Background: an optimization exercise with open tools, aiming at small area. Do not read the settings as production practice.
At most, simulation tests tie the RTL to the original design; equivalence was not proved.
Power and IR drop assume default switching activity.

Setup of main:
## sbfc
module sbfc (
    input  wire        clk,
    input  wire        rst,           
    input  wire        host_wr,       
    input  wire        host_space,    
    input  wire [7:0]  host_addr,
    input  wire [15:0] host_wdata,
    output reg  [15:0] host_rdata,    
    output wire        busy,
    output wire        done,
    output wire        err,
    input  wire        link_open,
    output wire        tx_valid,
    output reg  [7:0]  tx_data,
    input  wire        tx_ready,
    output wire        tx_flush,
    input  wire        tx_flush_ack,
    input  wire        tx_err,
    output wire        rx_ready,
    input  wire        rx_valid,
    input  wire [7:0]  rx_data,
    input  wire        rx_err,
    input  wire        tick,
    output wire        pld_we,
    output wire [7:0]  pld_waddr,
    output wire [7:0]  pld_wdata
);
Settings: LEC_CHECK=0, CAP_MARGIN=20, CORE_MARGIN=2, CORE_UTILIZATION=60, PLACE_DENSITY=0.75, SLEW_MARGIN=20; clock period 10.0 ns.
standard.sh (not shown) runs the stock make flow with config.mk's settings and CLKGATE_MAP_FILE= SYNTH_SCRIPT=/design/flow/synth_recipe.tcl, a recipe that flattens the netlist after the stock synthesis.
==> flow/flow/run.sh <==
#!/bin/bash
# Layout flow: the standard ORFS flow (standard.sh) with
#  - synthesis unchanged except for the ABC script that maps the
#    combinational logic (area-oriented: deepsyn + area mapping), run with
#    four deepsyn seeds, keeping the smallest netlist; the registers are
#    mapped by the standard synthesis before ABC runs, so every run has the
#    same registers,
#  - port buffers of the smallest buffer cell,
#  - global placement that keeps none of its trial buffers,
#  - a clock tree without dummy loads, built from clkbuf_8 clusters.
# Each tool's output goes to a log file in this folder (synth_S*.log,
# layout.log) and to ORFS's own logs under orfs/logs.
set -e
HERE=$(pwd)
FLOWDIR=$(cd "$(dirname "$0")" && pwd)
ORFS_WORK="$HERE/orfs"

# the make command standard.sh runs, to be run with another WORK_HOME
MAKELINE=$(grep '^make ' standard.sh | sed 's/ "\${@:-finish}"$//')

for S in 1 2 3 4; do
    T="$HERE/synth_try$S"
    rm -rf "$T"; mkdir -p "$T"
    cp -r "$FLOW_HOME/scripts" "$T/scripts"
    sed "s/&deepsyn -T 60/\&deepsyn -T 60 -S $S/" "$FLOWDIR/abc_area_deep.script" > "$T/scripts/abc_speed.script"
    ( cd "$HERE" && eval "SCRIPTS_DIR=$T/scripts ${MAKELINE//WORK_HOME=$ORFS_WORK/WORK_HOME=$T/orfs} synth" \
        > "$HERE/synth_S$S.log" 2>&1 ) &
done
wait

BEST=""; BESTA=""
for S in 1 2 3 4; do
    R="$HERE/synth_try$S/orfs/reports/sky130hd/sbfc/base/synth_stat.txt"
    [ -f "$HERE/synth_try$S/orfs/results/sky130hd/sbfc/base/1_synth.odb" ] || continue
    A=$(grep -m1 "Chip area for module" "$R" | awk '{print $NF}')
    echo "seed $S: $A" >> "$HERE/synth_pick.log"
    if [ -z "$BEST" ] || awk -v a="$A" -v b="$BESTA" 'BEGIN{exit !(a<b)}'; then BEST=$S; BESTA=$A; fi
done
echo "picked seed $BEST ($BESTA)" >> "$HERE/synth_pick.log"
[ -n "$BEST" ]
rm -rf "$ORFS_WORK"
cp -a "$HERE/synth_try$BEST/orfs" "$ORFS_WORK"
for S in 1 2 3 4; do rm -rf "$HERE/synth_try$S/scripts"; done

# the rest of the standard flow
export GPL_KEEP_OVERFLOW=0
export BUFFER_PORTS_ARGS="-buffer_cell sky130_fd_sc_hd__buf_1"
export CTS_ARGS="-sink_clustering_enable -repair_clock_nets -dont_use_dummy_load -buf_list sky130_fd_sc_hd__clkbuf_8 -sink_clustering_size 16 -sink_clustering_max_diameter 60"
bash standard.sh > "$HERE/layout.log" 2>&1
==> flow/flow/abc_area_deep.script <==
strash
&get -n
&deepsyn -T 60
&dch -f
&nf -a -p -A 4 -F 8 -C 32 -R 1000 -E 10
&put
topo
main: flow completed, timing, DRC and antenna clean
## Diff of input files: the feature branch against main
--- a/flow/design.v
+++ b/flow/design.v
@@ -40,15 +40,15 @@
     localparam E_LENGTH = 4'd7;
     localparam E_EMPTY  = 4'd8;
     integer i;
     reg [2:0]  seq;
     reg [7:0]  idx;              
     reg [7:0]  acc;              
     reg [7:0]  opl;              
-    reg        st_ovr, st_seen_r;
+    reg        has_cmd, st_ovr, st_seen_r;    
     reg [3:0]  errcode;
     reg [15:0] gap;
     reg [7:0]  d_rtype, d_cat, d_func, d_plen;
     reg [7:0]  d_param [0:7];
     reg        l_query;          
     reg [2:0]  l_pm1;            
     reg [7:0]  l_cat;            
@@ -70,15 +70,14 @@
     wire [2:0] e     = tgl ? (phase ? {1'b0, pld0_nz, ~pld0_nz} : 3'd3) : o;
     wire       query = sendd ? l_query : (e == 3'd3);
     wire       rom3  = (e == 3'd4) || (e == 3'd5);
     wire       is_ck = sendd ? ((idx[3] | idx[2]) && ({idx[3], idx[1:0]} == l_pm1)) :
                                (idx[3:0] == (rom3 ? 4'd6 : 4'd5));
     assign busy     = !idle;
     assign done     = st_done;
-    wire   has_cmd  = (|opl) || err;
     wire   st_done  = idle && has_cmd;
     assign err      = |errcode;
     assign tx_valid = in_tx;
     assign tx_flush = in_fl;
     assign rx_ready = in_rxh || in_rxp;
     wire st_seen = st_seen_r || in_tx;
     wire [10:1] sl;
@@ -215,15 +214,15 @@
             for (i = 0; i < 8; i = i + 1)
                 l_param[i] <= d_param[i];
         end else if (in_rxh && idx[1]) begin
             l_func <= rx_data;
         end
         if (idle && cmd_wr)
             l_cat <= d_cat;
-        else if (in_rxh && idx[0])
+        else if (in_rxh && rx_valid && idx[0])
             l_cat <= rx_data;
         if (idle && cmd_wr) begin
             l_query <= cmd_op[3] && d_rtype[0];
             l_pm1   <= d_plen[2:0] - 3'd1;
         end else begin
             if (in_rxp && rx_valid && p_last && tgl)
                 l_query <= 1'b1;
@@ -290,19 +289,22 @@
         endcase
         if (to_idle)
             seq_d = S_IDLE;
     end
     always @(posedge clk) begin
         if (rst) begin
             seq       <= S_IDLE;
+            has_cmd   <= 1'b0;
             st_ovr    <= 1'b0;
             st_seen_r <= 1'b0;
             errcode   <= 4'd0;
         end else begin
             seq <= seq_d;
+            if (idle && cmd_wr)
+                has_cmd <= 1'b1;
             if (!idle || cmd_wr)
                 errcode <= to_idle ? code_d : 4'd0;
             if (in_tx)
                 st_seen_r <= 1'b1;
             if (cmd_wr && !idle)
                 st_ovr <= 1'b1;
             else if (wr_reg && host_addr[3:0] == 4'h1 && host_wdata[3])
### Flow results
Design area (the feature branch over main): increase, 0.97%. On part of the power in combinational logic: between the feature branch and main, it ends up higher for main. Setup slack in the feature branch is larger than in main. Delta (the feature branch minus main): synthesized-area fraction occupied by ao, oa, aoi and oai cells -1.4 points, maximum level of the CTS H-tree did not really move. [the feature branch vs main] total number of vias: lower in the feature branch. The setup slack at placement reported for the feature branch is greater than that of main by 0.34 ns. Termination of the worst setup path: host_rdata[1] -> the feature branch, host_rdata[2] -> main. Of the two values seen for slowest library cell on the worst path, a2111oi_0 was produced by main and or3_1 by the feature branch. Re synthesized area per cell: the feature branch and main aren't equal, and the lower value belongs to the feature branch.
The RTL of the feature branch was laid out without a check of its function.

==> what the ideal ports hide <==
The flow's constraints put no driver on any port. The routed layouts listed below were extracted and timed again, unchanged, in two steps. Step 1 (the two cells are an assumption about what drives the block):
set clk [get_ports {clk}]
set_driving_cell -lib_cell sky130_fd_sc_hd__clkbuf_16 $clk
set_driving_cell -lib_cell sky130_fd_sc_hd__buf_2 [delete_from_list [all_inputs] $clk]
Step 2 also shifts input and output timing later by t, the mid clock arrival at the registers, as if the neighbouring blocks saw the same clock. Slacks: ideal / step 1 / step 2; pairs: ideal / step 1.
| run | t (ns) | setup WS [ns] | hold WS [ns] | latest minus earliest clock arrival (ns) | worst register clock-pin slew, ns |
|---|---|---|---|---|---|
| main | 0.539 | 3.275 / 3.219 / 3.219 | 0.474 / 0.474 / 0.474 | 0.051 / 0.050 | 0.11 / 0.11 |
| the feature branch | 0.566 | 3.691 / 3.647 / 3.715 | 0.453 / 0.453 / 0.453 | 0.045 / 0.045 | 0.10 / 0.10 |
After both steps setup and hold are still met in every run listed. For main, which loses most, drivers alone change the setup slack by -0.056 ns; drivers and shift together by -0.056 ns.
